From an optimization exercise on the open Yosys and OpenROAD flow, aimed at small area, a short achievable clock period and few clock cycles per item; shortcuts taken in it are not production practice. The RTL was checked by simulation tests, not by an equivalence proof against the original design. Power and IR drop assume default switching activity.

## flow/config.mk

```make
export PLATFORM = sky130hd
export DESIGN_NAME = rle_codec
export DESIGN_NICKNAME = rle_codec
export VERILOG_FILES = /design/flow/design.v
export SDC_FILE = /design/flow/constraint.sdc
export NUM_CORES = 4
export LEC_CHECK = 0
export CAP_MARGIN = 20
export CORE_MARGIN = 2
export CORE_UTILIZATION = 40
export SLEW_MARGIN = 20
```

## flow/constraint.sdc

```tcl
create_clock -name core_clock -period 6.0 [get_ports {clk}]
set_input_delay 1.2000 -clock core_clock [delete_from_list [all_inputs] [get_ports {clk}]]
set_output_delay 1.2000 -clock core_clock [all_outputs]
set_load 0.01 [all_outputs]
```

## flow/design.v

```verilog
module rle_enc (
    input  wire        clk,
    input  wire        rst,
    input  wire        in_valid,
    output wire        in_ready,
    input  wire [31:0] in_data,    
    input  wire [2:0]  in_bytes,   
    input  wire        in_last,    
    output reg         out_valid,
    input  wire        out_ready,
    output reg  [15:0] out_desc,
    output reg         out_last
);
    localparam [10:0] MAX_RUN = 11'd2047;
    reg [31:0] buf_data;
    reg [2:0]  buf_cnt;
    reg        buf_last;
    reg        run_active;
    reg        run_bit;
    reg [10:0] run_len;
    wire [7:0] cur_byte  = buf_data[31:24];
    wire       have_byte = (buf_cnt != 3'd0);
    wire       last_byte = buf_last && (buf_cnt == 3'd1);
    wire       solid     = (cur_byte == 8'h00) || (cur_byte == 8'hFF);
    wire       same_run  = solid && (cur_byte[7] == run_bit);
    wire       out_free  = !out_valid || out_ready;
    wire       step      = have_byte && out_free;
    wire       close_run = step && run_active && !same_run;
    wire       consume   = step && !close_run;
    assign in_ready = (buf_cnt == 3'd0) || (consume && buf_cnt == 3'd1);
    always @(posedge clk) begin
        if (rst) begin
            buf_cnt    <= 3'd0;
            buf_last   <= 1'b0;
            run_active <= 1'b0;
            run_len    <= 11'd0;
            out_valid  <= 1'b0;
        end else begin
            if (out_valid && out_ready)
                out_valid <= 1'b0;
            if (close_run) begin
                out_valid  <= 1'b1;
                out_desc   <= {1'b1, run_bit, 3'b000, run_len};
                out_last   <= 1'b0;
                run_active <= 1'b0;
            end else if (consume) begin
                buf_data <= buf_data << 8;
                buf_cnt  <= buf_cnt - 3'd1;
                if (run_active) begin
                    if (run_len + 11'd1 == MAX_RUN || last_byte) begin
                        out_valid  <= 1'b1;
                        out_desc   <= {1'b1, run_bit, 3'b000, run_len + 11'd1};
                        out_last   <= last_byte;
                        run_active <= 1'b0;
                    end
                    run_len <= run_len + 11'd1;
                end else if (solid) begin
                    if (last_byte) begin
                        out_valid <= 1'b1;
                        out_desc  <= {1'b1, cur_byte[7], 3'b000, 11'd1};
                        out_last  <= 1'b1;
                    end else begin
                        run_active <= 1'b1;
                        run_bit    <= cur_byte[7];
                        run_len    <= 11'd1;
                    end
                end else begin
                    out_valid <= 1'b1;
                    out_desc  <= {8'h00, cur_byte};
                    out_last  <= last_byte;
                end
            end
            if (in_valid && in_ready) begin
                buf_data <= in_data;
                buf_cnt  <= in_bytes;
                buf_last <= in_last;
            end
        end
    end
endmodule
module rle_dec (
    input  wire        clk,
    input  wire        rst,
    input  wire        in_valid,
    output wire        in_ready,
    input  wire [15:0] in_desc,
    input  wire        in_last,    
    output reg         out_valid,
    input  wire        out_ready,
    output reg  [31:0] out_data,   
    output reg  [2:0]  out_bytes,  
    output reg         out_last
);
    reg        d_valid;
    reg        d_rle;
    reg [7:0]  d_byte;
    reg [10:0] d_rem;
    reg        d_last;
    reg [31:0] pk_data;
    reg [2:0]  pk_cnt;
    reg        flush_end;    
    wire       out_free = !out_valid || out_ready;
    wire       produce  = d_valid && (!d_rle || d_rem != 11'd0);
    wire       full     = (pk_cnt == 3'd4);
    wire       emit_full = produce && full && out_free;
    wire       add_byte  = produce && (!full || out_free);
    wire       d_done    = d_valid && (!d_rle || d_rem <= 11'd1) && (add_byte || !produce);
    assign in_ready = !flush_end && (!d_valid || (d_done && !d_last));
    always @(posedge clk) begin
        if (rst) begin
            d_valid   <= 1'b0;
            pk_cnt    <= 3'd0;
            flush_end <= 1'b0;
            out_valid <= 1'b0;
        end else begin
            if (out_valid && out_ready)
                out_valid <= 1'b0;
            if (emit_full) begin
                out_valid <= 1'b1;
                out_data  <= pk_data;
                out_bytes <= 3'd4;
                out_last  <= 1'b0;
            end
            if (add_byte) begin
                if (full) begin
                    pk_data <= {d_byte, 24'd0};
                    pk_cnt  <= 3'd1;
                end else begin
                    pk_data[8 * (3 - pk_cnt) +: 8] <= d_byte;
                    pk_cnt  <= pk_cnt + 3'd1;
                end
                if (d_rle)
                    d_rem <= d_rem - 11'd1;
            end
            if (flush_end && out_free) begin
                out_valid <= 1'b1;
                out_data  <= pk_data;
                out_bytes <= pk_cnt;
                out_last  <= 1'b1;
                pk_cnt    <= 3'd0;
                flush_end <= 1'b0;
            end
            if (d_done) begin
                d_valid <= 1'b0;
                if (d_last)
                    flush_end <= 1'b1;
            end
            if (in_valid && in_ready) begin
                d_valid <= 1'b1;
                d_rle   <= in_desc[15];
                d_byte  <= in_desc[15] ? {8{in_desc[14]}} : in_desc[7:0];
                d_rem   <= in_desc[10:0];
                d_last  <= in_last;
            end
        end
    end
endmodule
module rle_codec (
    input  wire        clk,
    input  wire        rst,
    input  wire        enc_in_valid,
    output wire        enc_in_ready,
    input  wire [31:0] enc_in_data,
    input  wire [2:0]  enc_in_bytes,
    input  wire        enc_in_last,
    output wire        enc_out_valid,
    input  wire        enc_out_ready,
    output wire [15:0] enc_out_desc,
    output wire        enc_out_last,
    input  wire        dec_in_valid,
    output wire        dec_in_ready,
    input  wire [15:0] dec_in_desc,
    input  wire        dec_in_last,
    output wire        dec_out_valid,
    input  wire        dec_out_ready,
    output wire [31:0] dec_out_data,
    output wire [2:0]  dec_out_bytes,
    output wire        dec_out_last
);
    rle_enc u_enc (
        .clk(clk), .rst(rst),
        .in_valid(enc_in_valid), .in_ready(enc_in_ready),
        .in_data(enc_in_data), .in_bytes(enc_in_bytes), .in_last(enc_in_last),
        .out_valid(enc_out_valid), .out_ready(enc_out_ready),
        .out_desc(enc_out_desc), .out_last(enc_out_last)
    );
    rle_dec u_dec (
        .clk(clk), .rst(rst),
        .in_valid(dec_in_valid), .in_ready(dec_in_ready),
        .in_desc(dec_in_desc), .in_last(dec_in_last),
        .out_valid(dec_out_valid), .out_ready(dec_out_ready),
        .out_data(dec_out_data), .out_bytes(dec_out_bytes), .out_last(dec_out_last)
    );
endmodule
```

## flow/run.sh

```bash
#!/bin/bash
# synth_recipe.tcl (not shown) runs the flow's synth.tcl, then flattens the netlist and writes it again
# the make line also repeats each setting of config.mk as NAME=value (left out here)
make -C /OpenROAD-flow-scripts/flow DESIGN_CONFIG=/design/flow/config.mk WORK_HOME=/design/flow/orfs CLKGATE_MAP_FILE= SYNTH_SCRIPT=/design/flow/synth_recipe.tcl finish
```

==> flow_metrics.env <==
export IMPL_cts_buffers=17
export IMPL_first_global_vias=4689
export IMPL_hold_viol=0
export IMPL_place_gp_congestion=0.910
export IMPL_drt_iter0_markers=468
export IMPL_dp_cells=902
export IMPL_core_mm2=0.0181
export IMPL_dr_pass1_iters=23
export IMPL_holdBufCountCts=0
export IMPL_overflow=0
export IMPL_fin_tns_setup_ps=0
export IMPL_min_period_ps=4190
export IMPL_cts_root_buf="clkbuf_16"
export IMPL_path_class="in2out"
export IMPL_cts_tree="built"
export IMPL_rsz0062_at_grt="no"
export IMPL_synth_area_mm2=0.00740
export IMPL_yosysWarnings=2
export IMPL_cp_arrival_ps=2990
export IMPL_wire_per_inst_um=16.4
export IMPL_antenna_left=0
export IMPL_drv_slew=0
export IMPL_grt_max_degree=37
export IMPL_dieWidth_um=140
export IMPL_crit_chain="clkdlybuf4s50_1 -> nand2b_1 -> and2_1 -> o21ai_0 -> nand2b_1 -> clkdlybuf4s50_1"
export IMPL_worstSetupEndpointType="output pin"
export IMPL_ys_ff_latch=159
export IMPL_period_share_pct=69.9
export IMPL_fin_nets=765
export IMPL_cts_resized=0
export IMPL_die_height_um=140
export IMPL_status="timing/DRC/antenna clean"
export IMPL_synth_top_cells_by_area="edfxtp_1 55%, dfxtp_1 6.2%, mux2_2 5.2%, mux2i_1 4.7%, nor2_1 2.8%"
export IMPL_multiInputGateArea_mm2=0.00264
export IMPL_finalNonFillerCells=934
export IMPL_diodes=0
export IMPL_p_comb_share_pct=19.1
export IMPL_final_area_mm2=0.00929
export IMPL_relSlewSlack_pct=32.1
export IMPL_antenna_found_initial=0
export IMPL_postCtsSetupRepairBufs=0
export IMPL_worstPathMaxFanout=9
export IMPL_area_delta_synth_final_pct=25.5
export IMPL_power_uw=3170
export IMPL_initial_core_util_pct=40.9
export IMPL_clkPwrFrac_pct=34.2
export IMPL_num_fill_cells=1525
export IMPL_synthFlopType="edfxtp_1"
export IMPL_power_density_mw_per_mm2=342
export IMPL_final_setup_viol_count=0
export IMPL_required_ps=4800
export IMPL_clock_sinks=159
export IMPL_clk_path_buf_depth=2
export IMPL_skew_ps=8.17
export IMPL_synthTopCellsByCount="136 x edfxtp_1, 56 x nor2_1, 35 x mux2i_1"
export IMPL_drive_gt1_share_pct=12.6
export IMPL_synth_most_common_cell="edfxtp_1"
export IMPL_clk_latency_ps=420
export IMPL_vdd_drop_max_uv=209
export IMPL_port_buffer_count=109
export IMPL_layout_area_seq_mm2=0.00454
export IMPL_p_switching_uw=813
export IMPL_num_rows=49
export IMPL_cp_start_kind="input pin"
export IMPL_via_count=4860
export IMPL_grt_usage_pct=16.1
export IMPL_slowest_stage="clkdlybuf4s50_1"
export IMPL_fmax_ghz=0.238
export IMPL_reg2reg_slack_ps=2960
export IMPL_hpwl_um=10900
export IMPL_htreeDepth=4
export IMPL_maxCapViolations=0
export IMPL_dieArea_mm2=0.0196
export IMPL_critical_path_top_delay_family="buffers and inverters"
export IMPL_drc=0
export IMPL_dpl_cell_area_mm2=0.00868
export IMPL_crit_buf_inv=2
export IMPL_ioPinCount=116
export IMPL_power_internal_uw=2360
export IMPL_min_path_type="reg2reg"
export IMPL_p_leak_uw=0.00332
export IMPL_clkSlewWorstSetupHoldPaths_ps=60
export IMPL_synth_edff_count=136
export IMPL_synthArstFlopShare_pct=0
export IMPL_synth_top_area_cell="edfxtp_1"
export IMPL_avgSynthCellArea_um2=12.5
export IMPL_wirelength_um=15300
export IMPL_seqPwrFrac_pct=46.7
export IMPL_netSwitchingFraction_pct=25.6
export IMPL_worst_pin_slew_ps=1020
export IMPL_viasPerCell=5.20
export IMPL_grt_pass1_wl_um=24600
export IMPL_synth_top_cell_area_share_pct=55.2
export IMPL_synth_cell_types=63
export IMPL_slowest_delay_ps=600
export IMPL_syn_inst=590
export IMPL_seq_area_frac_synth_pct=61.4
export IMPL_post_route_util_pct=51.3
==> cell families after synthesis <==
family | after synthesis | synth area share (%)
and+or+nand+nor | 174 | 12.2
DFF | 159 | 61.4
AOI/OAI and AO/OA | 99 | 8.76
muxes | 69 | 9.91
buffers and inverters | 57 | 3.35
xor gates and xnor gates | 18 | 2.13
adders and majority gates | 13 | 2.20
other | 1 | 0.0507
==> worst paths after layout <==
path                          start                  to  depth (start not counted)
setup / recovery      enc_out_ready        enc_in_ready                          6
hold / removal    u_dec.pk_data[30]  u_dec.out_data[30]                          0
setup reg to reg     u_dec.d_rem[0]     u_dec.d_byte[2]                          8
hold reg to reg   u_dec.pk_data[30]  u_dec.out_data[30]                          0
==> final cells by class <==
| class | count | area share, % |
|---|---|---|
| Sequential cell | 159 | 48.9 |
| Multi-Input combinational cell | 376 | 28.4 |
| Clock inverter | 13 | 1.77 |
| Timing Repair Buffer | 114 | 12.2 |
| Tap cell | 229 | 3.09 |
| Inverter | 25 | 1.01 |
| Clock buffer | 18 | 4.62 |
==> metrics by stage <==
step           hold slack (ps)  setup WS, ps
2_1_floorplan              420          1420
6_report                   448          1810
3_5_place_dp               438          1820
4_1_cts                    451          1800
5_1_grt                    468          1600
3_3_place_gp               433          1830
==> power by group through the flow <==
stage | clock (uW) | combinational, uW | sequential (uW)
floorplan | 0 | 400 | 1500
global placement | 0 | 599 | 1500
detailed placement | 0 | 610 | 1500
CTS | 1110 | 614 | 1480
global route | 1160 | 668 | 1490
finish | 1080 | 606 | 1480
==> per-layer routing <==
metal | track usage, % | vias up | share of wire, %
met1 | 22.7 | 2327 | 48
met5 | 0 | - | 0
met3 | 3.97 | 16 | 4.9
met4 | 6.33 | 0 | 1.9
met2 | 24.1 | 131 | 45
li1 | - | 2386 | -
==> state kept, by name (all words and copies together), names as in the netlist, 8 cells and up <==
name            cells
u_enc.out_desc     13
u_enc.buf_data     32
u_dec.out_data     32
u_dec.d_byte        8
u_enc.run_len      11
u_dec.d_rem        11
u_dec.pk_data      32
==> cell usage in the layout (no fill, tap or decap), types with 11 or more instances in the layout <==
cell type	synthesis	layout
a21oi_1	30	28
and3_1	12	12
clkbuf_16	0	17
clkdlybuf4s50_1	0	109
dfxtp_1	23	23
edfxtp_1	136	136
ha_1	13	13
inv_1	25	25
mux2_2	34	34
mux2i_1	35	35
nand2_1	31	31
nand3_1	14	14
nor2_1	56	54
nor3_1	12	11
o21ai_0	20	20
Testbench counts, summed over its fixed seeds: cycles 105,470, bytes 104,336.

## port drivers added, routing unchanged
The flow's constraints put no driver on any port. The routed layout listed below was extracted and timed again, unchanged, in two steps. Step 1 assumes that a clkbuf_16 drives the clock port and a buf_2 every other input. Step 2 also shifts input and output timing later by t, the mid clock arrival at the registers, as if the neighbouring blocks saw the same clock. a / b / c = no drivers / after step 1 / after step 2; a / b = the first two.
shift t [ns]: 0.457
setup WS [ns]: 1.807 / 1.781 / 1.782
slew at the worst register clock pin (ns): 0.06 / 0.06
After both steps setup and hold are still met in this run. The setup slack of this run moves by -0.026 ns with the drivers and by -0.025 ns with both steps.
